From an optimization exercise on the open Yosys and OpenROAD flow, aimed at small area, a short achievable clock period and few clock cycles per item; shortcuts taken in it are not production practice.
Only simulation tests tie the RTL to the original design; equivalence was not proved.
Power and IR drop assume default switching activity.

**flow/design.v**
```verilog
module simon_engine (
    input  wire         clk,
    input  wire         rst_n,       
    input  wire         start,
    input  wire [1:0]   op,
    input  wire         variant,
    input  wire [255:0] key,         
    input  wire [63:0]  din0,        
    input  wire [63:0]  din1,        
    output reg          busy,
    output reg          done,
    output reg          err,
    output reg          ks_valid,
    output wire [63:0]  dout0,
    output wire [63:0]  dout1
);
    localparam integer R = 2;               
    localparam integer N = 72 / R;          
    localparam [1:0] OP_KEXP = 2'd0, OP_ENC = 2'd1, OP_DEC = 2'd2;
    localparam [63:0] Z = 64'h3DC94C3A046D678B;
    reg [6:0]  cnt;             
    reg        kx;              
    reg        is_dec;
    reg        var_r;           
    reg        nvar_r;          
    reg        last;            
    reg        declast;         
    reg        btb;             
    reg        ysel;            
    reg        yen;             
    reg [255:0] xw;             
    reg [255:0] yw;             
    reg [63:0]  a, b;           
    assign dout0 = a;
    assign dout1 = b;
    function [63:0] rotl;
        input [63:0] x;
        input integer r;
        rotl = (x << r) | (x >> (64 - r));
    endfunction
    function [63:0] rotr;
        input [63:0] x;
        input integer r;
        rotr = (x >> r) | (x << (64 - r));
    endfunction
    function [63:0] round_f;
        input        v;
        input [63:0] x;
        begin
            round_f = (rotl(x | {64{v}}, 8) & rotl(x, 1)) ^ rotl(x & {64{v}}, 8) ^ rotl(x, 2);
        end
    endfunction
    function [127:0] ztab;
        input integer jj;
        input integer bwd;
        integer c, m;
        begin
            ztab = 128'd0;
            for (c = 0; c < N - 1; c = c + 1) begin
                m = bwd ? (76 - R * (c + 2) + jj) : (R * c + 4 + jj);
                ztab[c] = Z[(m + 62 * 4 - 4) % 62];
            end
        end
    endfunction
    localparam [127:0] ZF0 = ztab(0, 0), ZF1 = ztab(1, 0), ZF2 = ztab(2, 0), ZF3 = ztab(3, 0);
    localparam [127:0] ZB0 = ztab(0, 1), ZB1 = ztab(1, 1), ZB2 = ztab(2, 1), ZB3 = ztab(3, 1);
    wire [3:0] zf = {ZF3[cnt], ZF2[cnt], ZF1[cnt], ZF0[cnt]};
    wire [3:0] zbk = {ZB3[cnt], ZB2[cnt], ZB1[cnt], ZB0[cnt]};
    reg [63:0] kf [0:R+3];
    reg [63:0] kb [0:R+3];
    reg [255:0] xnext, ynext;
    reg [63:0] ta, tb, tk, knext;
    integer j;
    always @* begin
        for (j = 0; j < 4; j = j + 1)
            kf[j] = xw[64*j +: 64];
        for (j = 0; j < R; j = j + 1)
            kf[j+4] = ~kf[j] ^ rotr(kf[j+3], 3) ^ rotr(kf[j+3], 4)
                    ^ kf[j+1] ^ rotr(kf[j+1], 1)
                    ^ {62'd0, 1'b1, ~zf[j]};
        for (j = 0; j < 4; j = j + 1)
            xnext[64*j +: 64] = kf[R + j];
        for (j = 0; j < 4; j = j + 1)
            kb[R+j] = yw[64*j +: 64];
        for (j = R - 1; j >= 0; j = j - 1)
            kb[j] = ~kb[j+4] ^ rotr(kb[j+3], 3) ^ rotr(kb[j+3], 4)
                  ^ kb[j+1] ^ rotr(kb[j+1], 1)
                  ^ {62'd0, 1'b1, ~zbk[j]};
        for (j = 0; j < 4; j = j + 1)
            ynext[64*j +: 64] = kb[j];
        ta = a;
        tb = b;
        for (j = 0; j < R; j = j + 1) begin
            tk = (j == 0) ? 64'd0 : is_dec ? yw[64*(R-1-j) +: 64] : xw[64*j +: 64];
            {ta, tb} = {tb, ta ^ round_f((j == 0) ? var_r : !nvar_r, tb) ^ tk};
        end
        knext = is_dec ? kb[R-1] : kf[R];
    end
    wire accept = start && !busy;
    wire run_ok = ks_valid && (op == OP_ENC || op == OP_DEC);
    wire [63:0] kfirst = op[1] ? yw[64*(R-1) +: 64] : xw[63:0];
    always @(posedge clk) begin
        if (declast)
            a <= tb;
        else if (busy)
            a <= last ? ta : (ta ^ knext);
        else
            a <= (op[1] ? din1 : din0) ^ kfirst;
        if (btb)
            b <= tb;
        else if (busy)
            b <= ta;
        else
            b <= op[1] ? din0 : din1;
        if (accept && op == OP_KEXP)
            xw <= key;
        else if (busy)
            xw <= last ? yw : xnext;
        if (yen)
            yw <= ysel ? xw : ynext;
    end
    always @(posedge clk) begin
        if (!rst_n) begin
            busy     <= 1'b0;
            done     <= 1'b0;
            last     <= 1'b0;
            declast  <= 1'b0;
            btb      <= 1'b0;
            ysel     <= 1'b0;
            yen      <= 1'b0;
            err      <= 1'b0;
            ks_valid <= 1'b0;
        end else begin
            done    <= 1'b0;
            last    <= 1'b0;
            declast <= 1'b0;
            btb     <= 1'b0;
            ysel    <= 1'b0;
            yen     <= 1'b0;
            if (busy) begin
                cnt <= cnt + 7'd1;
                if (last) begin
                    busy <= 1'b0;
                    done <= 1'b1;
                    if (kx)
                        ks_valid <= 1'b1;
                end else if (cnt == N - 2) begin
                    last    <= 1'b1;
                    declast <= is_dec;
                    btb     <= !is_dec;
                    ysel    <= 1'b1;
                    yen     <= 1'b1;
                end else begin
                    btb     <= 1'b1;
                    yen     <= !kx;
                end
            end else if (accept) begin
                err <= 1'b0;
                cnt <= 7'd0;
                kx  <= (op == OP_KEXP);
                if (op == OP_KEXP) begin
                    ks_valid <= 1'b0;
                    busy     <= 1'b1;
                    btb      <= 1'b1;
                    ysel     <= 1'b1;
                    yen      <= 1'b1;
                end else if (run_ok) begin
                    is_dec <= (op == OP_DEC);
                    var_r  <= variant;
                    nvar_r <= !variant;
                    busy   <= 1'b1;
                    btb    <= 1'b1;
                    yen    <= 1'b1;
                end else begin
                    err  <= 1'b1;
                    done <= 1'b1;
                end
            end
        end
    end
endmodule
```
**flow/flow/run.sh**
```bash
#!/bin/bash
# The standard layout (the standard.sh: standard synthesis and ORFS steps),
# with the port buffers that buffer_ports inserts made of buf_2 cells.
set -euo pipefail
bash standard.sh finish "BUFFER_PORTS_ARGS=-buffer_cell sky130_fd_sc_hd__buf_2" > flow_finish.log 2>&1
```
**flow/standard.sh**
```bash
#!/bin/bash
# synth_recipe.tcl (not shown) runs the flow's synth.tcl, then flattens the netlist and writes it again
# the make line also repeats each setting of config.mk as NAME=value (left out here)
make -C /OpenROAD-flow-scripts/flow DESIGN_CONFIG=/design/flow/config.mk WORK_HOME=/design/flow/orfs CLKGATE_MAP_FILE= SYNTH_SCRIPT=/design/flow/synth_recipe.tcl "${@:-finish}"
```
**flow/config.mk**
```make
export PLATFORM = sky130hd
export DESIGN_NAME = simon_engine
export DESIGN_NICKNAME = simon_engine
export VERILOG_FILES = /design/flow/design.v
export SDC_FILE = /design/flow/constraint.sdc
export NUM_CORES = 4
export LEC_CHECK = 0
export ABC_CLOCK_PERIOD_IN_PS = 2500
export CAP_MARGIN = 20
export CORE_MARGIN = 2
export CORE_UTILIZATION = 40
export SETUP_SLACK_MARGIN = 3.5
export SLEW_MARGIN = 20
export SYNTH_MEMORY_MAX_BITS = 8192
```
**flow/constraint.sdc**
```tcl
create_clock -name core_clock -period 6.0 [get_ports {clk}]
set_input_delay 1.2000 -clock core_clock [delete_from_list [all_inputs] [get_ports {clk}]]
set_output_delay 1.2000 -clock core_clock [all_outputs]
set_load 0.01 [all_outputs]
```
==> reports/qor.yml, run 1 <==
cp_slowest_cell: "edfxtp_1"
holdPathEnd: "err$_SDFFE_PN0P_"
rsz0062_at_grt: "true"
synth-seq-cells: 660
synth_top_area_share_pct: 33.0
io_pins: 522
overflow: 0
clk_latency_ns: 0.68
clock_sinks: 660
end_kind: "flip-flop"
hold_path_startpoint: "err$_SDFFE_PN0P_"
max_slew.worst_pin.slew_ns: 1.24
worstPathRequired_ns: 6.43
cts_tree: "yes"
final_area_um2: 56700
met2_usage_pct: 44.7
worst-endpoint-arrival_ns: 2.97
maxCapViolations: 0
syn-mean-instance-area_um2: 10.7
grt_pass1_vias: 35595
min_path_type: "flip-flop to flip-flop"
synth_area_um2: 47700
grt_max_degree: 134
die_y_um: 349
whs_ns: 0.487
grt.busiest_layer: "met2"
ctsRootBufferMaster: "clkbuf_16"
post_dp_cell_area_um2: 51400
cts.path.max_buffers: 3
synthCells: 4434
port_buffers: 521
multi_input_area_um2: 28600
final_cells: 6529
cts.hold.buffers_added: 0
dr.pass1.iters: 8
met1_usage_pct: 36.0
dp_cells: 6213
fin_worst_skew_ns: 0.0348
drt_iter0_drc: 3282
synth.distinct_cells: 56
synth.yosys.seq_area_share_pct: 38.7
hold_viol_final: 0
maxSlewViolCount: 0
dieArea_um2: 122000
regArea_um2: 18800
min_period_ns: 2.54
leakagePower_nw: 20.7
yosys-top-cells-count: "850 x xnor2_1, 523 x edfxtp_1, 489 x xor2_1"
synth_top_area_cell: "edfxtp_1"
synth-edff-count: 523
place_congestion: 0.909
area_growth_syn_to_layout_pct: 19.0
yosysMostFrequentCell: "xnor2_1"
r2r-end: "xw[253]$_DFFE_PP_"
slew_headroom_pct: 17.5
timing.final.crit_share_pct: 42.3
path_clk_slew_ns: 0.06
drive_gt1_share_pct: 29.8
min_path_cells: 2
routed_wl_mm: 173
synth_ff_type: "edfxtp_1"
numCtsBuffers: 83
grt.met3_usage_pct: 4.67
routed-via-count: 36553
crit_fanout: 3
final_antenna_net_count: 0
grt_first_pass_wirelength_mm: 247
post-dp-hpwl_mm: 122
grtUsageTotal_pct: 27.4
ir_drop_mv: 0.329
synth_warnings: 3
synth-async-reset-ratio_pct: 0
reg2regPathDepth: 11
die_w_um: 349
synthTopCellsByArea: "edfxtp_1 33%, xnor2_1 16%, xor2_1 9.0%, mux2_2 7.5%, mux2i_1 6.8%"
final_net_count: 5324
r2r_start: "cnt[0]$_SDFFCE_PN0P_"
setup_viol_count_final: 0
core_um2: 118000
start_util_pct: 40.4
startpoint_type: "flip-flop"
wire_per_inst_um: 26.6
max_stage_delay_ns: 0.41
cts_max_level: 3
crit_type: "flip-flop to flip-flop"
fillerInstances: 10984
antenna_found_initial: 6
fmax_mhz: 394
rows: 126
vias_per_cell: 5.60
setup_tns_ns: 0
status: "complete, no violations"
crit_chain: "buf_6, inv_8, ha_4, and2_4, o311a_4, a2111oi_4, buf_4, xnor3_2, xnor2_2, o21ai_1, o21a_1"
synth.net_count: 4834
dp_slack_ns: 1.81
power_per_cell_area_nw_per_um2: 618
rrSetupSlack_ns: 3.46
worst_slack_ns: 3.46
drcViolationCount: 0
==> worst max path at each step <==
stage | from | to | slack (ns) | depth (start not counted)
after detailed placement | op[1] | xw[30]$_DFFE_PP_ | 1.81 | 7
after global routing | cnt[1]$_SDFFCE_PN0P_ | a[0]$_DFF_P_ | 3.34 | 11
after CTS | cnt[0]$_SDFFCE_PN0P_ | xw[253]$_DFFE_PP_ | 3.47 | 11
final | cnt[0]$_SDFFCE_PN0P_ | xw[253]$_DFFE_PP_ | 3.46 | 11
after global placement | op[1] | xw[89]$_DFFE_PP_ | 1.90 | 7
after floorplan | op[1] | xw[0]$_DFFE_PP_ | 2.21 | 5
==> layer usage <==
metal | wire [um] | vias up
met5 | 0 | -
met4 | 6820 | 0
met3 | 13000 | 264
met2 | 81500 | 1430
met1 | 72200 | 18219
li1 | - | 16640
==> stage by stage <==
stage / total power [W] / util (%)
after global routing: 0.0371 / 48.0
after CTS: 0.0337 / 47.0
after floorplan: 0.0234 / -
after detailed placement: 0.0279 / 43.6
after global placement: 0.0275 / 43.6
final: 0.0350 / 48.0
==> layout by cell type (no fill, tap or decap), types with 52 or more instances in the layout <==
master	count
a211oi_1	127
a21oi_1	188
and3b_1	63
buf_2	471
buf_4	200
clkbuf_16	87
dfxtp_4	71
edfxtp_1	523
mux2_2	317
mux2i_1	326
nand2_1	211
nor2_1	137
o211a_1	62
o21ai_0	267
o21ai_1	73
o221a_1	52
or2_2	62
or3_1	60
xnor2_1	813
xnor2_2	100
xor2_1	483
==> state kept, by name, indices dropped and copies added, names as in the netlist <==
name,flops
xw,256
yen,1
a,64
ks_valid,1
declast,1
busy,1
ysel,1
is_dec,1
done,1
last,1
yw,256
btb,1
cnt,7
nvar_r,1
kx,1
b,64
var_r,1
err,1
==> report_power, final <==
part | internal [W] | leakage (nW) | switching (W)
logic | 0.0106 | 13.4 | 0.0110
registers | 0.00684 | 6.00 | 0.00157
clock network | 0.00288 | 1.26 | 0.00212
total | 0.0203 | 20.7 | 0.0147
==> cell type report <==
cell class                      count  area share [%]
Multi-Input combinational cell   3450            50.4
Timing Repair Buffer              716            8.33
Tap cell                         1536            3.39
Clock buffer                      118            3.99
Sequential cell                   660            33.1
Inverter                           11           0.150
Antenna cell                        2         0.00882
Clock inverter                     34           0.593
Timing Repair inverter              2          0.0309
==> worst max-delay path, delay by kind of cell (launching register included) <==
kind	cells	cell delay, ns
compound gates	4	0.69
xor+xnor	2	0.49
flops	1	0.41
buf+inv	3	0.39
fa+ha+maj	1	0.19
simple gates	1	0.14
==> logic make-up (layout without fill, tap and decap cells) <==
kind of cell | Yosys count | count (layout) | share of synthesized area (%)
buffers and inverters | 328 | 881 | 2.71
other | 0 | 2 | 0
adders and majority gates | 10 | 10 | 0.263
muxes | 644 | 644 | 14.4
AOI/OAI and AO/OA | 807 | 809 | 10.7
and+or+nand+nor | 570 | 572 | 6.01
DFF | 660 | 660 | 38.7
xor gates and xnor gates | 1415 | 1415 | 27.3
==> timing repair <==
item,CTS,global route
endpoints found under the hold margin,0,0
setup buffers,69,79
cloned,11,3
gates resized for setup,274,87
pin swaps,16,51
setup endpoints to repair,751,191
Testbench counts, summed over its fixed seeds: cycles 20,128, items 544.
==> run 2, diff against run 1 <==
--- a/flow/config.mk
+++ b/flow/config.mk
@@ -8,7 +8,8 @@
 export ABC_CLOCK_PERIOD_IN_PS = 2500
 export CAP_MARGIN = 20
 export CORE_MARGIN = 2
-export CORE_UTILIZATION = 40
+export CORE_UTILIZATION = 60
+export PLACE_DENSITY = 0.75
 export SETUP_SLACK_MARGIN = 3.5
 export SLEW_MARGIN = 20
 export SYNTH_MEMORY_MAX_BITS = 8192
==> reports/qor.yml, run 2 <==
rsz0062_at_grt: "true"
top_regs: "xw (256), yw (256)"
final_cell_mix: "827 x xnor2_1, 523 x edfxtp_1, 519 x buf_2"
synth.yosys.seq_area_share_pct: 38.7  # unchanged
cts_max_level: 3  # unchanged
leakagePower_nw: 20.0  # -3.5%
die_y_um: 286  # -18%
rows: 103  # -18%
overflow: 0  # unchanged
wire_per_inst_um: 27.4  # +3.0%
r2r-end: "xw[253]$_DFFE_PP_"
grt_max_degree: 173  # +29%
end_kind: "flip-flop"
setup_viol_count_final: 0  # unchanged
min_period_ns: 2.51  # -0.0311 ns
status: "complete, no violations"
core_um2: 78900  # -33%
synth-edff-count: 523  # unchanged
synth_warnings: 3  # unchanged
crit_family: "compound AO/OA/AOI/OAI gates"
r2r_start: "cnt[1]$_SDFFCE_PN0P_"
hold_viol_final: 0  # unchanged
final_common_cell: "xnor2_1"
synth_top_area_share_pct: 33.0  # unchanged
synth_top_area_cell: "edfxtp_1"
ir_drop_mv: 0.389  # +18%
antenna_found_initial: 4  # -2
final_cells: 5935  # -9.1%
synth-async-reset-ratio_pct: 0  # unchanged
reg2regPathDepth: 10  # -1
grtUsageTotal_pct: 38.4  # +11 points
max_stage_delay_ns: 0.45  # +0.04 ns
synth_ff_type: "edfxtp_1"
startpoint_type: "flip-flop"
multi_input_area_um2: 28400  # -0.75%
synthCells: 4434  # unchanged
crit_type: "flip-flop to flip-flop"
min_path_type: "flip-flop to flip-flop"
fillerInstances: 6151  # -44%
dieArea_um2: 81700  # -33%
drive_gt1_share_pct: 27.1  # -2.7 points
port_buffers: 521  # unchanged
cts.hold.buffers_added: 0  # unchanged
dr.pass1.iters: 7  # -1
yosysMostFrequentCell: "xnor2_1"
cp_slowest_cell: "edfxtp_1"
clock_sinks: 660  # unchanged
final_antenna_net_count: 0  # unchanged
crit_cells: 10  # -1
rrSetupSlack_ns: 3.49  # +0.03 ns
crit_fanout: 4  # +1
regArea_um2: 18700  # -0.43%
fmax_mhz: 399  # +1.2%
setup_tns_ns: 0  # unchanged
slew_headroom_pct: 27.2  # +9.8 points
synth.net_count: 4834  # unchanged
numCtsBuffers: 78  # -6.0%
timing.final.crit_share_pct: 41.8  # -0.52 points
synth_area_um2: 47700  # unchanged
crit_end: "xw[253]$_DFFE_PP_"
drt_iter0_drc: 4259  # +30%
vias_per_cell: 6.27  # +12%
dp_cells: 5731  # -7.8%
synth.distinct_cells: 56  # unchanged
place_congestion: 0.959  # +5.5%
routed_wl_mm: 163  # -6.3%
max_slew.worst_pin.slew_ns: 1.09  # -0.146 ns
routed-via-count: 37229  # +1.8%
crit_path_start: "cnt[1]$_SDFFCE_PN0P_"
drcViolationCount: 0  # unchanged
worst-endpoint-arrival_ns: 2.90  # -0.07 ns
die_w_um: 286  # -18%
post-dp-hpwl_mm: 113  # -8.0%
clk_latency_ns: 0.64  # -0.04 ns
maxCapViolations: 0  # unchanged
cp_num_buf_inv: 2  # -1
power_per_cell_area_nw_per_um2: 608  # -1.6%
syn-mean-instance-area_um2: 10.7  # unchanged
area_growth_syn_to_layout_pct: 14.8
cts.path.max_buffers: 3  # unchanged
maxSlewViolCount: 0  # unchanged
path_clk_slew_ns: 0.06  # about the same
start_util_pct: 60.4  # +20 points
final_net_count: 5219  # -2.0%
fin_worst_skew_ns: 0.0327  # -0.00210 ns
synthTopCellsByArea: "edfxtp_1 33%, xnor2_1 16%, xor2_1 9.0%, mux2_2 7.5%, mux2i_1 6.8%"
ctsRootBufferMaster: "clkbuf_16"
crit_chain: "buf_6, inv_4, ha_4, and2_4, o311a_4, a2111oi_4, xnor3_1, xnor2_1, o21ai_1, o21a_1"
io_pins: 522  # unchanged
worstPathRequired_ns: 6.39  # -0.04 ns
synth-seq-cells: 660  # unchanged
grt_pass1_vias: 35877  # +0.79%
cts_tree: "yes"
yosys-top-cells-count: "850 x xnor2_1, 523 x edfxtp_1, 489 x xor2_1"
grt_first_pass_wirelength_mm: 235  # -4.7%
## run 2: cell count changes in the layout (fill, tap and decap cells not counted), sizes merged, moves of 2 or more
cell and change:
buf -101, clkbuf -4, bufinv -3, bufbuf -2
clkinv +2
## run 2: repair_timing
| item | in CTS | in global routing |
|---|---|---|
| endpoints found under the hold margin | 0 | 0 |
| gates cloned | 12 | 4 |
| setup buffers | 20 | 22 |
| endpoints found under the setup margin | 764 | 243 |
| gates resized for setup | 172 | 63 |
| pin swaps | 10 | 16 |
## run 2: cells by family (layout without fill, tap and decap cells)
logic type | Yosys count | count (layout) | share of synthesized area [%]
XOR/XNOR | 1415 | 1415 | 27.3
AO/OA/AOI/OAI | 807 | 809 | 10.7
flip-flops | 660 | 660 | 38.7
multiplexers | 644 | 644 | 14.4
AND/OR/NAND/NOR | 570 | 573 | 6.01
buffers and inverters | 328 | 773 | 2.71
adder cells (fa/ha/maj) | 10 | 10 | 0.263
other | 0 | 1 | 0
## run 2: worst min path at each step
stage                     cells past startpoint        startpoint                to
after floorplan                               2  err$_SDFFE_PN0P_  err$_SDFFE_PN0P_
after global placement                        2  err$_SDFFE_PN0P_  err$_SDFFE_PN0P_
after detailed placement                      2  err$_SDFFE_PN0P_  err$_SDFFE_PN0P_
after CTS                                     2  err$_SDFFE_PN0P_  err$_SDFFE_PN0P_
after global routing                          2  err$_SDFFE_PN0P_  err$_SDFFE_PN0P_
final                                         2  err$_SDFFE_PN0P_  err$_SDFFE_PN0P_
## run 2: through the flow
step	hold slack [ns]	total power [W]	utilization [%]	area, um^2	setup WS, ns
floorplan	0.488	0.0234	-	47800	2.21
global placement	0.453	0.0271	64.4	50800	2.01
detailed placement	0.482	0.0276	64.4	50800	1.93
CTS	0.489	0.0326	68.6	54100	3.47
global route	0.505	0.0351	69.3	54700	3.38
finish	0.491	0.0333	69.3	54700	3.49
## run 2: layout make-up
cell class                      instances  share of cell area [%]
Antenna cell                            1                 0.00458
Clock buffer                          113                    4.02
Clock inverter                         32                   0.446
Inverter                               11                   0.149
Multi-Input combinational cell       3451                    51.9
Sequential cell                       660                    34.2
Tap cell                             1050                    2.40
Timing Repair Buffer                  614                    6.87
Timing Repair inverter                  3                  0.0480
## run 2: power breakdown
group	internal, W	switching (W)	total [W]
Sequential	0.00681	0.00185	0.00866
Clock	0.00268	0.00204	0.00472
Combinational	0.00958	0.0103	0.0199
Total	0.0191	0.0142	0.0333
## run 2: metal layers
layer / track usage [%] / share of wire [%]
met5: 0 / 0.0080
met4: 20.4 / 6.1
met3: 6.94 / 10
met2: 60.9 / 46
met1: 50.3 / 38
## run 2: tightest hold or removal path, delay by kind of cell, from the launching register on
| family | cells | cell delay, ns |
|---|---|---|
| flops | 1 | 0.31 |
| simple gates | 1 | 0.05 |
| compound gates | 1 | 0.08 |
==> run 3, diff against run 2 <==
--- a/flow/config.mk
+++ b/flow/config.mk
@@ -9,6 +9,8 @@
 export CAP_MARGIN = 20
 export CORE_MARGIN = 2
 export CORE_UTILIZATION = 60
+export CTS_CLUSTER_DIAMETER = 100
+export CTS_CLUSTER_SIZE = 22
 export PLACE_DENSITY = 0.75
 export SETUP_SLACK_MARGIN = 3.5
 export SLEW_MARGIN = 20
==> reports/qor.yml, run 3 <==
status: "complete, no violations"
maxCapViolations: 0  # unchanged
utilization_pct: 67.6  # -1.7 points
synth_compound_gate_area_share_pct: 10.7  # unchanged
rows: 103  # unchanged
crit_type: "flip-flop to flip-flop"
yosys-top-cells-count: "850 x xnor2_1, 523 x edfxtp_1, 489 x xor2_1"
switchingPower_w: 0.0138  # -2.7%
grt_first_pass_wirelength_mm: 232  # -1.3%
cts_tree: "yes"
synth.distinct_cells: 56  # unchanged
synth-xor-area-share_pct: 27.3  # unchanged
grtUsageTotal_pct: 38.0  # -0.47 points
dieArea_um2: 81700  # unchanged
leakagePower_nw: 19.3  # -3.3%
yosysMostFrequentCell: "xnor2_1"
path_clk_slew_ns: 0.10  # +0.04 ns
fillerInstances: 6309  # +2.6%
die_y_um: 286  # unchanged
routed-via-count: 36962  # -0.72%
dr.pass1.iters: 5  # -2
regArea_um2: 18700  # -0.15%
dp_slack_ns: 1.93  # unchanged
synthCells: 4434  # unchanged
area_growth_syn_to_layout_pct: 11.9
min_period_ns: 2.60  # +0.0886 ns
drt_iter0_drc: 4503  # +5.7%
crit_fanout: 96  # +92
seqPwrFrac_pct: 27.5  # +1.5 points
total_power_w: 0.0314  # -5.7%
top_regs: "xw (256), yw (256)"
port_buffers: 521  # unchanged
post-dp-hpwl_mm: 113  # unchanged
worst_slack_ns: 3.40  # -0.0886 ns
worstPathRequired_ns: 6.46  # +0.07 ns
die_w_um: 286  # unchanged
numCtsBuffers: 36  # -54%
grt_max_degree: 173  # unchanged
final_antenna_net_count: 0  # unchanged
synth_top_family_by_area: "XOR/XNOR gates"
synth.net_count: 4834  # unchanged
syn-mean-instance-area_um2: 10.7  # unchanged
synthTopCellsByArea: "edfxtp_1 33%, xnor2_1 16%, xor2_1 9.0%, mux2_2 7.5%, mux2i_1 6.8%"
setup_tns_ns: 0  # unchanged
vias_per_cell: 6.31  # +0.59%
rsz0062_at_grt: "true"
final_net_count: 5179  # -0.77%
grt_pass1_vias: 35098  # -2.2%
drive_gt1_share_pct: 26.2  # -0.91 points
synth-seq-cells: 660  # unchanged
final_common_cell: "xnor2_1"
routed_wl_mm: 161  # -0.66%
wire_per_inst_um: 27.6  # +0.65%
power_per_cell_area_nw_per_um2: 588  # -3.3%
place_congestion: 0.959  # unchanged
drcViolationCount: 0  # unchanged
power_frac_comb_pct: 63.4  # +3.6 points
min_path_type: "flip-flop to flip-flop"
synth_top_area_share_pct: 33.0  # unchanged
max_slew.worst_pin.slew_ns: 1.04  # -0.0552 ns
antenna_found_initial: 7  # +3
synth_ff_type: "edfxtp_1"
yosys-mux-area-fraction_pct: 14.4  # unchanged
io_pins: 522  # unchanged
ir_drop_mv: 0.322  # -17%
maxSlewViolCount: 0  # unchanged
p_clk_share_pct: 9.1  # -5.1 points
fmax_mhz: 385  # -3.4%
p_int_w: 0.0175  # -8.0%
fin_worst_skew_ns: 0.0216  # -0.0111 ns
synth-adder-area-share_pct: 0.263  # unchanged
start_util_pct: 60.4  # unchanged
clock_sinks: 660  # unchanged
end_kind: "flip-flop"
synth-async-reset-ratio_pct: 0  # unchanged
ctsRootBufferMaster: "clkbuf_16"
core_um2: 78900  # unchanged
setup_viol_count_final: 0  # unchanged
worst-endpoint-arrival_ns: 3.05  # +0.15 ns
startpoint_type: "flip-flop"
swShare_pct: 44.0  # +1.4 points
synth_top_area_cell: "edfxtp_1"
hold_viol_final: 0  # unchanged
synth_warnings: 3  # unchanged
synth-simple-area-share_pct: 6.01  # unchanged
timing.final.crit_share_pct: 43.3  # +1.5 points
slew_headroom_pct: 30.9  # +3.7 points
final_cell_mix: "825 x xnor2_1, 523 x edfxtp_1, 519 x buf_2"
synth-edff-count: 523  # unchanged
multi_input_area_um2: 28400  # +0.10%
cts.path.max_buffers: 3  # unchanged
synth.yosys.seq_area_share_pct: 38.7  # unchanged
cts_max_level: 2  # -1
synth_area_um2: 47700  # unchanged
overflow: 0  # unchanged
clk_latency_ns: 0.62  # -0.02 ns
## run 3: cell counts after synthesis
No cell type changed its count.
## run 3: worst max-delay path: stages (launching register included)
cell	delay (ns)
dfxtp_4	0.47
inv_16	0.36
buf_8	0.41
o21ai_0	0.30
xor2_1	0.21
a211oi_1	0.41
a21oi_1	0.08
## run 3: area by class of cell
cell class	instances	share of cell area, %
Inverter	11	0.153
Tap cell	1050	2.46
Sequential cell	660	35.0
Clock inverter	2	0.0375
Antenna cell	3	0.0141
Clock buffer	62	1.93
Timing Repair Buffer	616	7.07
Timing Repair inverter	3	0.0493
Multi-Input combinational cell	3451	53.3
## run 3: timing repair
item,CTS,global route
hold buffers,0,0
gates cloned,12,4
setup endpoints to repair,762,322
buffers inserted,24,20
gates resized for setup,154,76
pin swaps,13,20
## run 3: cell families after synthesis
logic type,Yosys count
AOI/OAI and AO/OA,807
xor gates and xnor gates,1415
adders and majority gates,10
buffers and inverters,328
DFF,660
muxes,644
and+or+nand+nor,570
## run 3: per-layer routing
metal | up-vias | global-route usage (%) | routed length, um
met5 | - | 0 | 24
met4 | 4 | 18.3 | 9350
met3 | 371 | 5.89 | 16400
met2 | 2140 | 60.6 | 73900
met1 | 18159 | 50.7 | 61800
li1 | 16288 | - | -
## run 3: worst paths after layout
check	cells past startpoint	slack [ns]	from	endpoint
max	6	3.40	last$_SDFF_PN0_	a[1]$_DFF_P_
min reg2reg	2	0.50	err$_SDFFE_PN0P_	err$_SDFFE_PN0P_
max reg2reg	6	3.40	last$_SDFF_PN0_	a[1]$_DFF_P_
min	2	0.50	err$_SDFFE_PN0P_	err$_SDFFE_PN0P_
## run 3: power groups by stage
stage	Combinational [W]	Clock (W)	Sequential, W
after CTS	0.0194	0.00284	0.00849
after detailed placement	0.0191	0	0.00849
after floorplan	0.0159	0	0.00752
final	0.0199	0.00286	0.00863
after global routing	0.0214	0.00297	0.00868
after global placement	0.0186	0	0.00850
## run 3: stage by stage
step	hold WS, ns	std cells	instance area [um^2]
floorplan	0.488	4434	47800
global placement	0.453	5731	50800
detailed placement	0.482	5731	50800
CTS	0.495	5831	52700
global route	0.512	5855	53300
finish	0.498	5858	53300
==> run 4, diff against run 3 <==
--- a/flow/config.mk
+++ b/flow/config.mk
@@ -8,10 +8,8 @@
 export ABC_CLOCK_PERIOD_IN_PS = 2500
 export CAP_MARGIN = 20
 export CORE_MARGIN = 2
-export CORE_UTILIZATION = 60
-export CTS_CLUSTER_DIAMETER = 100
-export CTS_CLUSTER_SIZE = 22
-export PLACE_DENSITY = 0.75
+export CORE_UTILIZATION = 75
+export PLACE_DENSITY = 0.85
 export SETUP_SLACK_MARGIN = 3.5
 export SLEW_MARGIN = 20
 export SYNTH_MEMORY_MAX_BITS = 8192
==> reports/qor.yml, run 4 <==
dr.pass1.iters: 6  # +1
drive_gt1_share_pct: 27.2  # +1.1 points
startpoint_type: "flip-flop"
drt_iter0_drc: 6470  # +44%
r2r-end: "yw[63]$_DFFE_PP_"
timing.final.crit_share_pct: 45.1  # +1.8 points
grtUsageTotal_pct: 48.5  # +11 points
syn-mean-instance-area_um2: 10.7  # unchanged
top_regs: "xw (256), yw (256)"
dr_wl_met2_mm: 73.4  # -0.71%
worst-endpoint-arrival_ns: 3.09  # +0.04 ns
io_pins: 522  # unchanged
cts.path.max_buffers: 3  # unchanged
post-dp-hpwl_mm: 109  # -3.3%
path_clk_slew_ns: 0.06  # -0.04 ns
antenna_found_initial: 5  # -2
yosys-top-cells-count: "850 x xnor2_1, 523 x edfxtp_1, 489 x xor2_1"
min_path_type: "flip-flop to flip-flop"
ctsRootBufferMaster: "clkbuf_16"
vias_per_cell: 6.85  # +8.6%
wire_per_inst_um: 29.2  # +5.9%
hold_viol_final: 0  # unchanged
top_layer: "met5"
setup_viol_count_final: 0  # unchanged
wl_met1_mm: 55.6  # -10%
final_common_cell: "xnor2_1"
power_per_cell_area_nw_per_um2: 620  # +5.4%
synth_area_um2: 47700  # unchanged
synth_top_area_cell: "edfxtp_1"
swShare_pct: 43.6  # -0.42 points
synth_warnings: 3  # unchanged
total_power_w: 0.0337  # +7.5%
grt_pass1_vias: 38263  # +9.0%
grt_first_pass_wirelength_mm: 240  # +3.2%
routed-via-count: 39052  # +5.7%
final_cell_mix: "814 x xnor2_1, 523 x edfxtp_1, 510 x buf_2"
grt_max_degree: 180  # +4.0%
rrSetupSlack_ns: 3.29  # -0.11 ns
seqPwrFrac_pct: 25.6  # -1.9 points
port_buffers: 521  # unchanged
numCtsBuffers: 74  # +110%
maxSlewViolCount: 0  # unchanged
overflow: 0  # unchanged
max_slew.worst_pin.slew_ns: 1.15  # +0.116 ns
ir_drop_mv: 0.464  # +44%
yosysMostFrequentCell: "xnor2_1"
met3_length_mm: 23.2  # +42%
power_frac_comb_pct: 60.7  # -2.7 points
synth-async-reset-ratio_pct: 0  # unchanged
routed_wl_mm: 166  # +3.1%
fmax_mhz: 369  # -4.1%
crit_path_start: "cnt[1]$_SDFFCE_PN0P_"
synth.yosys.seq_area_share_pct: 38.7  # unchanged
synth-edff-count: 523  # unchanged
fin_worst_skew_ns: 0.0204  # -0.00120 ns
fillerInstances: 3402  # -46%
crit_fanout: 4  # -96%
switchingPower_w: 0.0147  # +6.5%
rows: 92  # -11%
place_congestion: 0.976  # +1.8%
synth_ff_type: "edfxtp_1"
drcViolationCount: 0  # unchanged
synthCells: 4434  # unchanged
clk_latency_ns: 0.64  # +0.02 ns
r2r_start: "cnt[1]$_SDFFCE_PN0P_"
p_int_w: 0.0190  # +8.3%
synthTopCellsByArea: "edfxtp_1 33%, xnor2_1 16%, xor2_1 9.0%, mux2_2 7.5%, mux2i_1 6.8%"
p_clk_share_pct: 13.7  # +4.6 points
cts_tree: "yes"
die_y_um: 256  # -10%
setup_tns_ns: 0  # unchanged
final_net_count: 5196  # +0.33%
rsz0062_at_grt: "true"
maxCapViolations: 0  # unchanged
crit_type: "flip-flop to flip-flop"
leakagePower_nw: 19.9  # +3.1%
synth.net_count: 4834  # unchanged
cts_max_level: 3  # +1
final_antenna_net_count: 0  # unchanged
reg2regPathDepth: 11  # +5
synth.distinct_cells: 56  # unchanged
status: "complete, no violations"
die_w_um: 256  # -10%
synth_top_area_share_pct: 33.0  # unchanged
end_kind: "flip-flop"
crit_end: "yw[63]$_DFFE_PP_"
clock_sinks: 660  # unchanged
slew_headroom_pct: 23.2  # -7.7 points
core_um2: 63000  # -20%
dieArea_um2: 65600  # -20%
synth-seq-cells: 660  # unchanged
worstPathRequired_ns: 6.38  # -0.08 ns
area_growth_syn_to_layout_pct: 14.2
min_period_ns: 2.71  # +0.110 ns
start_util_pct: 75.7  # +15 points
[run 4: power groups by stage]
stage	clock (W)	sequential, W	combinational (W)
finish	0.00462	0.00863	0.0205
global route	0.00474	0.00866	0.0219
CTS	0.00457	0.00843	0.0196
detailed placement	0	0.00841	0.0192
global placement	0	0.00840	0.0185
floorplan	0	0.00752	0.0159
[run 4: cell type report]
type / count / area [um^2] / area share [%]
Antenna cell: 1 / 2.50 / 0.00460
Clock buffer: 113 / 2170 / 3.98
Clock inverter: 20 / 195 / 0.359
Inverter: 11 / 78.8 / 0.145
Multi-Input combinational cell: 3451 / 28500 / 52.5
Sequential cell: 660 / 18700 / 34.4
Tap cell: 846 / 1060 / 1.95
Timing Repair Buffer: 596 / 3630 / 6.67
Timing Repair inverter: 2 / 17.5 / 0.0322
[run 4: worst min path at each step]
stage / start / end / slack (ns) / cells past startpoint
3_5_place_dp: err$_SDFFE_PN0P_ / err$_SDFFE_PN0P_ / 0.49 / 2
2_1_floorplan: err$_SDFFE_PN0P_ / err$_SDFFE_PN0P_ / 0.49 / 2
3_3_place_gp: err$_SDFFE_PN0P_ / err$_SDFFE_PN0P_ / 0.46 / 2
6_report: err$_SDFFE_PN0P_ / err$_SDFFE_PN0P_ / 0.55 / 2
5_1_grt: err$_SDFFE_PN0P_ / err$_SDFFE_PN0P_ / 0.56 / 2
4_1_cts: err$_SDFFE_PN0P_ / err$_SDFFE_PN0P_ / 0.54 / 2
[run 4: metrics by stage]
step | cell area, um^2 | setup slack [ns] | hold slack, ns | utilization, % | cells
6_report | 54400 | 3.29 | 0.550 | 86.4 | 5700
3_5_place_dp | 50500 | 1.92 | 0.492 | 80.2 | 5514
3_3_place_gp | 50500 | 1.92 | 0.460 | 80.2 | 5514
5_1_grt | 54400 | 3.31 | 0.563 | 86.4 | 5699
2_1_floorplan | 47800 | 2.21 | 0.488 | - | 4434
4_1_cts | 53700 | 3.39 | 0.537 | 85.3 | 5683
[run 4: repair_timing]
| item | 4_1_cts | 5_1_grt |
|---|---|---|
| pin swaps | 19 | 7 |
| setup endpoints to repair | 639 | 385 |
| hold buffers | 0 | 0 |
| gates cloned | 10 | 2 |
| resized for setup | 146 | 125 |
| setup buffers | 26 | 14 |
| endpoints found under the hold margin | 0 | 0 |
[run 4: critical path: stages, from the launching register on]
cell and delay (ns):
edfxtp_1 0.41, buf_6 0.17, ha_4 0.16, inv_4 0.04
ha_4 0.14, and2b_1 0.16, a311oi_2 0.34, o2bb2ai_2 0.14
xnor2_2 0.36, xnor2_2 0.21, xor2_1 0.22, o21ai_1 0.10
[run 4: kinds of logic after synthesis]
| group | Yosys count | synth area share [%] |
|---|---|---|
| muxes | 644 | 14.4 |
| buffers and inverters | 328 | 2.71 |
| AOI/OAI and AO/OA | 807 | 10.7 |
| DFF | 660 | 38.7 |
| xor gates and xnor gates | 1415 | 27.3 |
| adders and majority gates | 10 | 0.263 |
| and+or+nand+nor | 570 | 6.01 |
[run 4: routing by layer]
| metal | up-vias | global-route usage [%] |
|---|---|---|
| met1 | 18588 | 59.5 |
| met2 | 3310 | 74.0 |
| met5 | - | 0 |
| li1 | 16370 | - |
| met3 | 778 | 14.2 |
| met4 | 6 | 33.6 |
==> run 5, diff against run 4 <==
--- a/flow/config.mk
+++ b/flow/config.mk
@@ -8,8 +8,8 @@
 export ABC_CLOCK_PERIOD_IN_PS = 2500
 export CAP_MARGIN = 20
 export CORE_MARGIN = 2
-export CORE_UTILIZATION = 75
-export PLACE_DENSITY = 0.85
+export CORE_UTILIZATION = 50
+export PLACE_DENSITY = 0.65
 export SETUP_SLACK_MARGIN = 3.5
 export SLEW_MARGIN = 20
 export SYNTH_MEMORY_MAX_BITS = 8192
==> reports/qor.yml, run 5 <==
status: "complete, no violations"
grt_max_degree: 142  # -21%
synth-seq-cells: 660  # unchanged
end_kind: "flip-flop"
yosysMostFrequentCell: "xnor2_1"
cts.hold.buffers_added: 0  # unchanged
cts.path.max_buffers: 3  # unchanged
final_common_cell: "xnor2_1"
drt_iter0_drc: 3987  # -38%
start_util_pct: 50.3  # -25 points
synth-simple-area-share_pct: 6.01  # unchanged
final_cell_mix: "826 x xnor2_1, 523 x edfxtp_1, 487 x xor2_1"
synth.yosys.seq_area_share_pct: 38.7  # unchanged
maxCapViolations: 0  # unchanged
place_congestion: 0.912  # -6.6%
hold_path_startpoint: "err$_SDFFE_PN0P_"
overflow: 0  # unchanged
vias_per_cell: 5.86  # -14%
dieArea_um2: 97800  # +49%
clock_sinks: 660  # unchanged
post-dp-hpwl_mm: 115  # +5.9%
holdPathEnd: "err$_SDFFE_PN0P_"
startpoint_type: "flip-flop"
total_power_w: 0.0342  # +1.4%
syn-mean-instance-area_um2: 10.7  # unchanged
power_per_cell_area_nw_per_um2: 617  # -0.46%
synth_compound_gate_area_share_pct: 10.7  # unchanged
worst-endpoint-arrival_ns: 2.97  # -0.12 ns
path_clk_slew_ns: 0.06  # about the same
area_growth_syn_to_layout_pct: 16.3
synthCells: 4434  # unchanged
setup_viol_count_final: 0  # unchanged
ir_drop_mv: 0.256  # -45%
grtUsageTotal_pct: 32.0  # -17 points
io_pins: 522  # unchanged
clk_latency_ns: 0.68  # +0.04 ns
synth-async-reset-ratio_pct: 0  # unchanged
synth-edff-count: 523  # unchanged
max_slew.worst_pin.slew_ns: 1.12  # -0.0369 ns
top_regs: "xw (256), yw (256)"
dr.pass1.iters: 5  # -1
grt_pass1_vias: 35080  # -8.3%
min_path_cells: 2  # unchanged
routed_wl_mm: 165  # -1.1%
fillerInstances: 8206  # +140%
yosys-mux-area-fraction_pct: 14.4  # unchanged
grt_first_pass_wirelength_mm: 234  # -2.3%
setup_tns_ns: 0  # unchanged
fmax_mhz: 393  # +6.5%
r2r-end: "xw[252]$_DFFE_PP_"
fin_worst_skew_ns: 0.0198  # -0.000686 ns
crit_type: "flip-flop to flip-flop"
final_antenna_net_count: 0  # unchanged
slew_headroom_pct: 25.6  # +2.5 points
drive_gt1_share_pct: 28.7  # +1.5 points
final_net_count: 5252  # +1.1%
synth.net_count: 4834  # unchanged
synth_top_family_by_area: "XOR/XNOR gates"
wire_per_inst_um: 26.6  # -8.8%
die_w_um: 313  # +22%
crit_fanout: 4  # unchanged
min_path_type: "flip-flop to flip-flop"
synthTopCellsByArea: "edfxtp_1 33%, xnor2_1 16%, xor2_1 9.0%, mux2_2 7.5%, mux2i_1 6.8%"
min_period_ns: 2.54  # -0.165 ns
yosys-top-cells-count: "850 x xnor2_1, 523 x edfxtp_1, 489 x xor2_1"
worstPathRequired_ns: 6.43  # +0.05 ns
r2r_start: "cnt[0]$_SDFFCE_PN0P_"
reg2regPathDepth: 10  # -1
rows: 113  # +23%
antenna_found_initial: 6  # +1
numCtsBuffers: 81  # +9.5%
synth_warnings: 3  # unchanged
synth_top_area_share_pct: 33.0  # unchanged
synth-xor-area-share_pct: 27.3  # unchanged
leakagePower_nw: 20.2  # +1.5%
core_um2: 94700  # +50%
synth_area_um2: 47700  # unchanged
cts_max_level: 3  # unchanged
synth_ff_type: "edfxtp_1"
maxSlewViolCount: 0  # unchanged
port_buffers: 521  # unchanged
die_y_um: 313  # +22%
rsz0062_at_grt: "true"
ctsRootBufferMaster: "clkbuf_16"
cts_tree: "yes"
hold_viol_final: 0  # unchanged
synth.distinct_cells: 56  # unchanged
synth_top_area_cell: "edfxtp_1"
rrSetupSlack_ns: 3.46  # +0.17 ns
drcViolationCount: 0  # unchanged
routed-via-count: 36232  # -7.2%
synth-adder-area-share_pct: 0.263  # unchanged
timing.final.crit_share_pct: 42.4  # -2.8 points
run 5: final cells by class:
| class | count | area, um^2 | share of cell area [%] |
|---|---|---|---|
| Sequential cell | 660 | 18800 | 33.9 |
| Clock buffer | 116 | 2380 | 4.29 |
| Clock inverter | 32 | 334 | 0.603 |
| Tap cell | 1265 | 1580 | 2.85 |
| Antenna cell | 1 | 2.50 | 0.00451 |
| Multi-Input combinational cell | 3447 | 28300 | 51.1 |
| Timing Repair inverter | 2 | 20.0 | 0.0361 |
| Inverter | 11 | 106 | 0.192 |
| Timing Repair Buffer | 649 | 3940 | 7.10 |
run 5: worst max-delay path by stage:
stage                               startpoint           endpoint  cells after the start
after floorplan                          op[1]    xw[0]$_DFFE_PP_                      5
after global placement                   op[1]  xw[229]$_DFFE_PP_                      7
after CTS                                op[1]      b[28]$_DFF_P_                      5
final                     cnt[0]$_SDFFCE_PN0P_  xw[252]$_DFFE_PP_                     10
after global routing      cnt[0]$_SDFFCE_PN0P_       a[0]$_DFF_P_                     10
after detailed placement                 op[1]  xw[244]$_DFFE_PP_                      7
run 5: routing by layer:
layer	part of all wire, %	track usage, %	up-vias
met3	7.9	5.40	337
met4	5.4	14.8	2
li1	-	-	16508
met2	47	51.8	1591
met1	40	41.9	17794
met5	0.0043	0	-
run 5: metrics by stage:
| stage | setup WS, ns | util, % | hold slack, ns | cell area (um^2) | cells |
|---|---|---|---|---|---|
| 6_report | 3.46 | 58.5 | 0.473 | 55400 | 6183 |
| 5_1_grt | 3.36 | 58.5 | 0.510 | 55400 | 6182 |
| 4_1_cts | 3.48 | 57.6 | 0.473 | 54600 | 6119 |
| 3_5_place_dp | 1.88 | 53.9 | 0.465 | 51000 | 5933 |
| 3_3_place_gp | 1.92 | 53.9 | 0.454 | 51000 | 5933 |
| 2_1_floorplan | 2.21 | - | 0.488 | 47800 | 4434 |
run 5: logic make-up after synthesis:
logic type,count (synthesis)
xor+xnor,1415
compound gates,807
fa+ha+maj,10
flops,660
buf+inv,328
mux,644
simple gates,570
run 5: repair_timing:
item / in CTS / in global routing
gates cloned: 2 / 4
endpoints found under the hold margin: 0 / 0
gates resized for setup: 250 / 68
pin swaps: 12 / 28
setup buffers: 36 / 59
endpoints found under the setup margin: 468 / 228
run 5: power by group:
group / internal, W / leakage [nW] / total [W] / switching (W)
Combinational: 0.00998 / 12.9 / 0.0205 / 0.0105
Clock: 0.00305 / 1.34 / 0.00515 / 0.00210
Sequential: 0.00685 / 6.00 / 0.00851 / 0.00167
run 5: critical path, cell delays in order, from the launching register on:
cell and delay (ns):
edfxtp_1 0.42, buf_6 0.16, inv_8 0.06, ha_4 0.21, and2_4 0.14, o311a_4 0.31
a2111oi_4 0.24, xnor3_2 0.37, xor2_1 0.17, nor2_1 0.14, o21ai_1 0.08
==> run 6, diff against run 5 <==
==> flow/config.mk (replaced) <==
export PLATFORM = sky130hd
export DESIGN_NAME = simon_engine
export DESIGN_NICKNAME = simon_engine
export VERILOG_FILES = /design/flow/design.v
export SDC_FILE = /design/flow/constraint.sdc
export NUM_CORES = 4
export LEC_CHECK = 0
export ABC_CLOCK_PERIOD_IN_PS = 2400
export CAP_MARGIN = 20
export CORE_MARGIN = 2
export CORE_UTILIZATION = 60
export PLACE_DENSITY = 0.75
export SETUP_SLACK_MARGIN = 3.6
export SLEW_MARGIN = 20
export SYNTH_MEMORY_MAX_BITS = 8192
==> reports/qor.yml, run 6 <==
synthCells: 4434  # unchanged
core_um2: 78900  # -17%
path_clk_slew_ns: 0.06  # about the same
dieArea_um2: 81700  # -16%
cts.path.max_buffers: 3  # unchanged
numCtsBuffers: 78  # -3.7%
die_w_um: 286  # -8.6%
overflow: 0  # unchanged
min_path_type: "flip-flop to flip-flop"
grtUsageTotal_pct: 39.2  # +7.2 points
synth_warnings: 3  # unchanged
timing.final.crit_share_pct: 42.0  # -0.35 points
drive_gt1_share_pct: 31.5  # +2.8 points
dp_slack_ns: 1.93  # +0.0466 ns
wire_per_inst_um: 27.7  # +4.2%
post-dp-hpwl_mm: 113  # -2.4%
syn-mean-instance-area_um2: 10.7  # unchanged
grt_pass1_vias: 36508  # +4.1%
vias_per_cell: 6.32  # +7.8%
max_slew.worst_pin.slew_ns: 1.07  # -0.0421 ns
worstPathRequired_ns: 6.36  # -0.07 ns
slew_headroom_pct: 28.4  # +2.8 points
yosys-top-cells-count: "850 x xnor2_1, 523 x edfxtp_1, 489 x xor2_1"
setup_viol_count_final: 0  # unchanged
routed-via-count: 38066  # +5.1%
yosysMostFrequentCell: "xnor2_1"
dp_cells: 5731  # -3.4%
synth-seq-cells: 660  # unchanged
maxCapViolations: 0  # unchanged
leakagePower_nw: 21.0  # +4.0%
synth_top_area_cell: "edfxtp_1"
cts_max_level: 3  # unchanged
rsz0062_at_grt: "true"
min_period_ns: 2.52  # -0.0212 ns
routed_wl_mm: 167  # +1.5%
start_util_pct: 60.4  # +10 points
synth.net_count: 4834  # unchanged
synthTopCellsByArea: "edfxtp_1 33%, xnor2_1 16%, xor2_1 9.0%, mux2_2 7.5%, mux2i_1 6.8%"
ctsRootBufferMaster: "clkbuf_16"
rows: 103  # -8.8%
fmax_mhz: 397  # +0.84%
total_power_w: 0.0342  # about the same
worst_slack_ns: 3.48  # +0.0212 ns
final_cell_mix: "736 x xnor2_1, 523 x edfxtp_1, 485 x buf_2"
clock_sinks: 660  # unchanged
startpoint_type: "flip-flop"
top_regs: "xw (256), yw (256)"
power_per_cell_area_nw_per_um2: 605  # -1.9%
grt_first_pass_wirelength_mm: 239  # +2.3%
worst-endpoint-arrival_ns: 2.88  # -0.09 ns
status: "complete, no violations"
grt_max_degree: 143  # +0.70%
end_kind: "flip-flop"
place_congestion: 0.959  # +5.2%
final_common_cell: "xnor2_1"
drcViolationCount: 0  # unchanged
fin_worst_skew_ns: 0.0338  # +0.0140 ns
crit_fanout: 44  # +40
setup_tns_ns: 0  # unchanged
synth-async-reset-ratio_pct: 0  # unchanged
crit_type: "flip-flop to flip-flop"
final_net_count: 5312  # +1.1%
synth.yosys.seq_area_share_pct: 38.7  # unchanged
port_buffers: 521  # unchanged
synth.distinct_cells: 56  # unchanged
io_pins: 522  # unchanged
final_antenna_net_count: 0  # unchanged
synth-edff-count: 523  # unchanged
area_growth_syn_to_layout_pct: 18.5
synth_top_area_share_pct: 33.0  # unchanged
synth_ff_type: "edfxtp_1"
insertedDiodeCount: 0  # -1
final_cells: 6027  # -2.5%
antenna_found_initial: 4  # -2
dr.pass1.iters: 8  # +3
cts_tree: "yes"
maxSlewViolCount: 0  # unchanged
synth_area_um2: 47700  # unchanged
ir_drop_mv: 0.359  # +40%
hold_viol_final: 0  # unchanged
clk_latency_ns: 0.64  # -0.04 ns
die_y_um: 286  # -8.6%
drt_iter0_drc: 4690  # +18%
-- run 6: cell types whose count changed in the layout (fill, tap and decap cells not counted), sizes merged, moves of 2 or more --
cell,change
inv,+4
buf,+50
and2,+4
bufinv,-5
clkinv,+2
bufbuf,+5
clkbuf,-2
a21o,+2
-- run 6: critical path: stages (launching register included) --
cell      delay, ns
dfxtp_4        0.64
buf_6          0.46
clkbuf_8       0.57
mux2i_1        0.32
o21ai_0        0.10
-- run 6: cells by family after synthesis --
group / share of synthesized area (%)
mux: 14.4
simple gates: 6.01
xor+xnor: 27.3
fa+ha+maj: 0.263
buf+inv: 2.71
flops: 38.7
compound gates: 10.7
-- run 6: area by class of cell --
type                       instances  area [um^2]
sequential                       660        18800
inverter                          11         86.3
clock inverter                    32          244
timing repair buffer             705         4630
fill                            5866        22400
timing repair inverter             4         37.5
tap                             1050         1310
clock buffer                     113         2200
multi-input combinational       3452        29200
-- run 6: report_power, final --
| group | switching, W | total (W) | internal (W) |
|---|---|---|---|
| combinational | 0.0111 | 0.0212 | 0.0101 |
| sequential | 0.00139 | 0.00824 | 0.00685 |
| clock | 0.00204 | 0.00471 | 0.00268 |
-- run 6: what timing repair did --
action                                  4_1_cts  5_1_grt
endpoints found under the setup margin      867      320
gates cloned                                 14        6
gates resized for setup                     311      145
pin swaps                                    17       27
hold buffers                                  0        0
buffers inserted                             97       34
-- run 6: path summary, 6_finish.rpt --
path | start | to | slack (ns) | depth (start not counted)
worst min-delay path | err$_SDFFE_PN0P_ | err$_SDFFE_PN0P_ | 0.49 | 2
worst min register to register | err$_SDFFE_PN0P_ | err$_SDFFE_PN0P_ | 0.49 | 2
worst max-delay path | last$_SDFF_PN0_ | xw[44]$_DFFE_PP_ | 3.48 | 4
worst max register to register | last$_SDFF_PN0_ | xw[44]$_DFFE_PP_ | 3.48 | 4
-- run 6: routing by layer --
layer	part of all wire (%)	vias up	global-route usage, %
met3	10	491	6.99
met2	45	2378	61.9
met5	0.020	-	0
met1	37	18563	50.9
met4	6.7	4	22.2
li1	-	16630	-
-- run 6: metrics by stage --
stage / instance area (um^2) / utilization (%) / hold WS (ns)
after floorplan: 47800 / - / 0.488
after global placement: 50800 / 64.4 / 0.453
after detailed placement: 50800 / 64.4 / 0.482
after CTS: 55100 / 69.9 / 0.489
after global routing: 56500 / 71.6 / 0.505
final: 56500 / 71.6 / 0.493
==> run 7, diff against run 6 <==
==> flow/config.mk (replaced) <==
export PLATFORM = sky130hd
export DESIGN_NAME = simon_engine
export DESIGN_NICKNAME = simon_engine
export VERILOG_FILES = /design/flow/design.v
export SDC_FILE = /design/flow/constraint.sdc
export NUM_CORES = 4
export LEC_CHECK = 0
export ABC_CLOCK_PERIOD_IN_PS = 2500
export CAP_MARGIN = 20
export CORE_MARGIN = 2
export CORE_UTILIZATION = 65
export PLACE_DENSITY = 0.7
export SETUP_SLACK_MARGIN = 3.5
export SLEW_MARGIN = 20
export SYNTH_MEMORY_MAX_BITS = 8192
==> reports/qor.yml, run 7 <==
status: "complete, no violations"
power_frac_comb_pct: 60.3  # -1.8 points
place_congestion: 0.929  # -3.2%
worstPathRequired_ns: 6.36  # about the same
end_kind: "flip-flop"
synth.net_count: 4834  # unchanged
wire_per_inst_um: 27.7  # -0.10%
crit_type: "flip-flop to flip-flop"
p_clk_share_pct: 13.9  # about the same
synth-async-reset-ratio_pct: 0  # unchanged
rsz0062_at_grt: "true"
core_um2: 72700  # -7.8%
synthCells: 4434  # unchanged
grt_max_degree: 138  # -3.5%
die_w_um: 275  # -3.9%
synth-seq-cells: 660  # unchanged
dieArea_um2: 75500  # -7.6%
yosys-top-cells-count: "850 x xnor2_1, 523 x edfxtp_1, 489 x xor2_1"
rrSetupSlack_ns: 3.42  # -0.06 ns
cts.path.max_buffers: 3  # unchanged
post-dp-hpwl_mm: 112  # -0.31%
dr.pass1.iters: 6  # -2
synth-edff-count: 523  # unchanged
startpoint_type: "flip-flop"
port_buffers: 521  # unchanged
synth.distinct_cells: 56  # unchanged
drive_gt1_share_pct: 27.5  # -4.0 points
rows: 99  # -3.9%
setup_viol_count_final: 0  # unchanged
synth_ff_type: "edfxtp_1"
start_util_pct: 65.5  # +5.1 points
io_pins: 522  # unchanged
worst-endpoint-arrival_ns: 2.94  # +0.06 ns
yosysMostFrequentCell: "xnor2_1"
ctsRootBufferMaster: "clkbuf_16"
grt_first_pass_wirelength_mm: 232  # -2.9%
timing.final.crit_share_pct: 43.1  # +1.1 points
antenna_found_initial: 3  # -1
top_regs: "xw (256), yw (256)"
hold_viol_final: 0  # unchanged
die_y_um: 275  # -3.9%
maxSlewViolCount: 0  # unchanged
clk_latency_ns: 0.63  # about the same
numCtsBuffers: 78  # unchanged
setup_tns_ns: 0  # unchanged
clock_sinks: 660  # unchanged
crit_fanout: 3  # -93%
synth_top_area_cell: "edfxtp_1"
vias_per_cell: 6.41  # +1.5%
routed_wl_mm: 162  # -3.1%
synth_area_um2: 47700  # unchanged
swShare_pct: 42.8  # +0.37 points
power_per_cell_area_nw_per_um2: 612  # +1.1%
final_antenna_net_count: 0  # unchanged
maxCapViolations: 0  # unchanged
synth_top_area_share_pct: 33.0  # unchanged
synthTopCellsByArea: "edfxtp_1 33%, xnor2_1 16%, xor2_1 9.0%, mux2_2 7.5%, mux2i_1 6.8%"
routed-via-count: 37486  # -1.5%
min_path_type: "flip-flop to flip-flop"
path_clk_slew_ns: 0.06  # about the same
fmax_mhz: 387  # -2.5%
synth_warnings: 3  # unchanged
area_growth_syn_to_layout_pct: 14.8
syn-mean-instance-area_um2: 10.7  # unchanged
total_power_w: 0.0335  # -2.1%
grt_pass1_vias: 36025  # -1.3%
p_int_w: 0.0191  # -2.7%
drcViolationCount: 0  # unchanged
cts.hold.buffers_added: 0  # unchanged
max_slew.worst_pin.slew_ns: 1.07  # -0.00196 ns
utilization_pct: 75.2  # +3.6 points
ir_drop_mv: 0.485  # +35%
switchingPower_w: 0.0143  # -1.2%
fin_worst_skew_ns: 0.0190  # -0.0147 ns
cts_tree: "yes"
overflow: 0  # unchanged
min_period_ns: 2.58  # +0.0639 ns
cts_max_level: 3  # unchanged
fillerInstances: 5276  # -10%
final_area_um2: 54700  # -3.2%
leakagePower_nw: 20.1  # -4.5%
final_common_cell: "xnor2_1"
drt_iter0_drc: 4675  # -0.32%
seqPwrFrac_pct: 25.7  # +1.6 points
grtUsageTotal_pct: 41.4  # +2.3 points
final_net_count: 5230  # -1.5%
post_dp_cell_area_um2: 50700  # -0.34%
slew_headroom_pct: 28.6  # +0.13 points
final_cell_mix: "819 x xnor2_1, 523 x edfxtp_1, 518 x buf_2"
synth.yosys.seq_area_share_pct: 38.7  # unchanged
==> run 7: cell counts after synthesis <==
Identical to the previous run, type by type.
==> run 7: worst paths after layout <==
kind                            end                 start  depth (start not counted)
hold reg to reg    err$_SDFFE_PN0P_      err$_SDFFE_PN0P_                          2
setup reg to reg  xw[252]$_DFFE_PP_  cnt[0]$_SDFFCE_PN0P_                          9
setup / recovery  xw[252]$_DFFE_PP_  cnt[0]$_SDFFCE_PN0P_                          9
hold / removal     err$_SDFFE_PN0P_      err$_SDFFE_PN0P_                          2
==> run 7: logic make-up after synthesis <==
| group | share of synthesized area [%] |
|---|---|
| mux | 14.4 |
| flops | 38.7 |
| fa+ha+maj | 0.263 |
| simple gates | 6.01 |
| compound gates | 10.7 |
| buf+inv | 2.71 |
| xor+xnor | 27.3 |
==> run 7: layout make-up <==
| type | instances | area (um^2) | area share [%] |
|---|---|---|---|
| Timing Repair inverter | 3 | 28.8 | 0.0526 |
| Sequential cell | 660 | 18700 | 34.1 |
| Timing Repair Buffer | 627 | 3860 | 7.06 |
| Clock inverter | 36 | 267 | 0.487 |
| Inverter | 11 | 101 | 0.185 |
| Clock buffer | 100 | 2150 | 3.93 |
| Tap cell | 959 | 1200 | 2.19 |
| Antenna cell | 1 | 2.50 | 0.00457 |
| Multi-Input combinational cell | 3449 | 28400 | 52.0 |
==> run 7: per-stage QoR <==
step           hold slack, ns  setup WS [ns]  cells
6_report                0.479           3.42   5846
3_5_place_dp            0.472           1.58   5634
3_3_place_gp            0.453           1.66   5634
4_1_cts                 0.480           3.41   5808
2_1_floorplan           0.488           2.21   4434
5_1_grt                 0.523           3.29   5845
==> run 7: what timing repair did <==
action,in CTS,in global routing
resized for setup,154,74
gates cloned,10,2
setup buffers,28,35
pin swaps,18,14
endpoints found under the setup margin,698,269
==> run 7: layer usage <==
metal / part of all wire (%) / wire, um / GRT usage (%) / vias to the layer above
li1: - / - / - / 16440
met1: 38 / 62000 / 54.1 / 18308
met4: 6.3 / 10200 / 23.2 / 2
met2: 46 / 74100 / 65.7 / 2274
met5: 0.0080 / 13 / 0 / -
met3: 9.7 / 15600 / 7.04 / 462
==> run 7: power by group through the flow <==
stage          sequential (W)  combinational, W  clock (W)
4_1_cts               0.00848            0.0195    0.00465
3_3_place_gp          0.00846            0.0187          0
3_5_place_dp          0.00846            0.0192          0
5_1_grt               0.00865            0.0218    0.00481
6_report              0.00861            0.0202    0.00467
2_1_floorplan         0.00752            0.0159          0
==> run 7: critical path: stages, from the launching register on <==
cell and delay [ns]:
edfxtp_1 0.44, inv_2 0.17, ha_4 0.23, and2_4 0.14
o311a_4 0.31, a2111oi_4 0.27, xnor3_2 0.39, xor2_2 0.20
nor2_1 0.10, o21ai_1 0.06
==> run 8, diff against run 7 <==
--- a/flow/design.v
+++ b/flow/design.v
@@ -112,10 +112,10 @@
             b <= ta;
         else
             b <= op[1] ? din0 : din1;
-        if (accept && op == OP_KEXP)
+        if (busy)
+            xw <= last ? yw : xnext;
+        else if (start && op == OP_KEXP)
             xw <= key;
-        else if (busy)
-            xw <= last ? yw : xnext;
         if (yen)
             yw <= ysel ? xw : ynext;
     end
--- a/flow/config.mk
+++ b/flow/config.mk
@@ -8,8 +8,8 @@
 export ABC_CLOCK_PERIOD_IN_PS = 2500
 export CAP_MARGIN = 20
 export CORE_MARGIN = 2
-export CORE_UTILIZATION = 65
-export PLACE_DENSITY = 0.7
+export CORE_UTILIZATION = 60
+export PLACE_DENSITY = 0.75
 export SETUP_SLACK_MARGIN = 3.5
 export SLEW_MARGIN = 20
 export SYNTH_MEMORY_MAX_BITS = 8192
==> reports/qor.yml, run 8 <==
status: "complete, no violations"
clock_sinks: 660  # unchanged
synth.distinct_cells: 54  # -3.6%
p_int_w: 0.0144  # -25%
crit_family: "compound AO/OA/AOI/OAI gates"
antenna_found_initial: 3  # unchanged
synthTopCellsByArea: "edfxtp_1 33%, xnor2_1 15%, xor2_1 8.0%, mux2i_1 8.0%, mux2_2 7.9%"
grtUsageTotal_pct: 36.7  # -4.7 points
rsz0062_at_grt: "true"
top_regs: "xw (256), yw (256)"
wire_per_inst_um: 25.8  # -6.9%
rrSetupSlack_ns: 3.47  # +0.05 ns
dr.pass1.iters: 6  # unchanged
syn-mean-instance-area_um2: 10.5  # -1.9%
start_util_pct: 60.5  # -5.0 points
fin_worst_skew_ns: 0.0208  # +0.00179 ns
regArea_um2: 18700  # +0.15%
synth_area_um2: 47800  # +0.35%
leakagePower_nw: 19.5  # -2.6%
grt_first_pass_wirelength_mm: 227  # -2.4%
synth_warnings: 3  # unchanged
power_frac_comb_pct: 52.6  # -7.7 points
vias_per_cell: 6.13  # -4.4%
final_area_um2: 54400  # -0.62%
port_buffers: 521  # unchanged
slew_headroom_pct: 28.5  # -0.058 points
fmax_mhz: 395  # +2.1%
synthCells: 4536  # +2.3%
post_dp_cell_area_um2: 51000  # +0.60%
cts_tree: "yes"
synth.yosys.seq_area_share_pct: 38.6  # -0.13 points
ctsRootBufferMaster: "clkbuf_16"
ir_drop_mv: 0.284  # -41%
worst-endpoint-arrival_ns: 2.88  # -0.06 ns
rows: 103  # +4.0%
path_clk_slew_ns: 0.06  # about the same
final_cells: 6027  # +3.1%
timing.final.crit_share_pct: 42.2  # -0.90 points
final_net_count: 5318  # +1.7%
max_slew.worst_pin.slew_ns: 1.07  # +0.000869 ns
place_congestion: 0.950  # +2.2%
synth-edff-count: 523  # unchanged
maxSlewViolCount: 0  # unchanged
synth_top_area_share_pct: 32.8  # -0.11 points
numCtsBuffers: 76  # -2.6%
final_common_cell: "xnor2_1"
cp_num_buf_inv: 2  # +1
worstPathRequired_ns: 6.35  # about the same
crit_type: "flip-flop to flip-flop"
setup_tns_ns: 0  # unchanged
routed_wl_mm: 155  # -4.0%
drive_gt1_share_pct: 24.9  # -2.6 points
final_cell_mix: "828 x xnor2_1, 523 x edfxtp_1, 517 x buf_2"
crit_fanout: 8  # +5
dp_cells: 5836  # +3.6%
clk_latency_ns: 0.64  # about the same
power_per_cell_area_nw_per_um2: 455  # -26%
crit_chain: "buf_4, ha_1, inv_1, ha_1, nor2b_1, a211oi_1, a21oi_1, o31ai_2, xnor2_1, xnor2_1, o21ai_1"
seqPwrFrac_pct: 28.4  # +2.7 points
drt_iter0_drc: 4011  # -14%
cts_max_level: 3  # unchanged
yosysMostFrequentCell: "xnor2_1"
synth-async-reset-ratio_pct: 0  # unchanged
cp_slowest_cell: "edfxtp_1"
max_stage_delay_ns: 0.38  # -0.06 ns
core_um2: 79000  # +8.6%
final_antenna_net_count: 0  # unchanged
post-dp-hpwl_mm: 110  # -1.6%
io_pins: 522  # unchanged
multi_input_area_um2: 28100  # -1.3%
cts.path.max_buffers: 3  # unchanged
die_w_um: 286  # +4.2%
dieArea_um2: 82000  # +8.6%
startpoint_type: "flip-flop"
yosys-top-cells-count: "840 x xnor2_1, 523 x edfxtp_1, 439 x xor2_1"
drcViolationCount: 0  # unchanged
swShare_pct: 41.6  # -1.2 points
synth.net_count: 4937  # +2.1%
min_period_ns: 2.53  # -0.0540 ns
switchingPower_w: 0.0103  # -28%
min_path_type: "flip-flop to flip-flop"
die_y_um: 286  # +4.2%
maxCapViolations: 0  # unchanged
cts.hold.buffers_added: 0  # unchanged
synth_top_area_cell: "edfxtp_1"
end_kind: "flip-flop"
setup_viol_count_final: 0  # unchanged
synth_ff_type: "edfxtp_1"
synth-seq-cells: 660  # unchanged
routed-via-count: 36936  # -1.5%
hold_viol_final: 0  # unchanged
overflow: 0  # unchanged
p_clk_share_pct: 19.0  # +5.1 points
fillerInstances: 6111  # +16%
grt_max_degree: 232  # +68%
area_growth_syn_to_layout_pct: 13.7
grt_pass1_vias: 35731  # -0.82%
run 8: cell families (layout without fill, tap and decap cells):
family	Yosys count	count (layout)	share of synthesized area, %
flip-flops	660	660	38.6
adder cells (fa/ha/maj)	11	11	0.288
multiplexers	718	718	15.9
other	0	1	0
AO/OA/AOI/OAI	839	841	9.74
AND/OR/NAND/NOR	574	574	6.25
XOR/XNOR	1353	1353	26.0
buffers and inverters	381	819	3.17
run 8: path summary, 6_finish.rpt:
check / start / to / depth (start not counted)
max: cnt[1]$_SDFFCE_PN0P_ / yw[0]$_DFFE_PP_ / 11
min: err$_SDFFE_PN0P_ / err$_SDFFE_PN0P_ / 2
max reg2reg: cnt[1]$_SDFFCE_PN0P_ / yw[0]$_DFFE_PP_ / 11
min reg2reg: err$_SDFFE_PN0P_ / err$_SDFFE_PN0P_ / 2
run 8: power groups by stage:
stage	logic [W]	clock network [W]	registers (W)
after floorplan	0.0102	0	0.00624
after global placement	0.0121	0	0.00691
after detailed placement	0.0124	0	0.00693
after CTS	0.0127	0.00472	0.00694
after global routing	0.0141	0.00488	0.00705
final	0.0130	0.00470	0.00701
run 8: worst register-to-register path, delay by kind of cell, from the launching register on:
kind / cells / cell delay [ns]
AOI/OAI and AO/OA: 4 / 0.74
xor gates and xnor gates: 2 / 0.34
adders and majority gates: 2 / 0.40
buffers and inverters: 2 / 0.27
DFF: 1 / 0.38
and+or+nand+nor: 1 / 0.12
run 8: what timing repair did:
action | in CTS | in global routing
pin swaps | 9 | 12
endpoints found under the setup margin | 570 | 155
gates resized for setup | 138 | 49
gates cloned | 5 | 2
setup buffers | 28 | 18
run 8: metal layers:
metal	global-route usage (%)	vias to the layer above	part of all wire (%)
met3	6.27	390	9.1
met5	0	-	0.0084
met4	19.9	2	6.1
li1	-	16663	-
met1	48.0	17909	39
met2	58.3	1972	46
run 8: cell type report:
cell class                 count  share of cell area, %
timing repair inverter         2                 0.0322
timing repair buffer         612                   6.60
tap                         1050                   2.42
clock buffer                 108                   3.86
sequential                   660                   34.4
inverter                      68                  0.509
clock inverter                29                  0.585
antenna                        1                0.00460
multi-input combinational   3497                   51.6
run 8: stage by stage:
stage               setup WS (ns)  hold slack [ns]  power [W]  utilization (%)
floorplan                    2.20            0.488     0.0164                -
global placement             2.17            0.464     0.0191             64.5
detailed placement           2.12            0.476     0.0194             64.5
CTS                          3.50            0.486     0.0243             68.3
global route                 3.36            0.522     0.0260             68.8
finish                       3.47            0.492     0.0247             68.8
Testbench counts of run 8, summed over its fixed seeds: cycles 20,128, items 544.

Re-timed with assumed drivers on the ports (clkbuf_16 on the clock, buf_2 on other inputs), run 8 has 3.428 ns of setup slack against 3.470 ns with ideal ports, and 2.831 ns once port delays also move by the mid clock arrival of 0.699 ns.
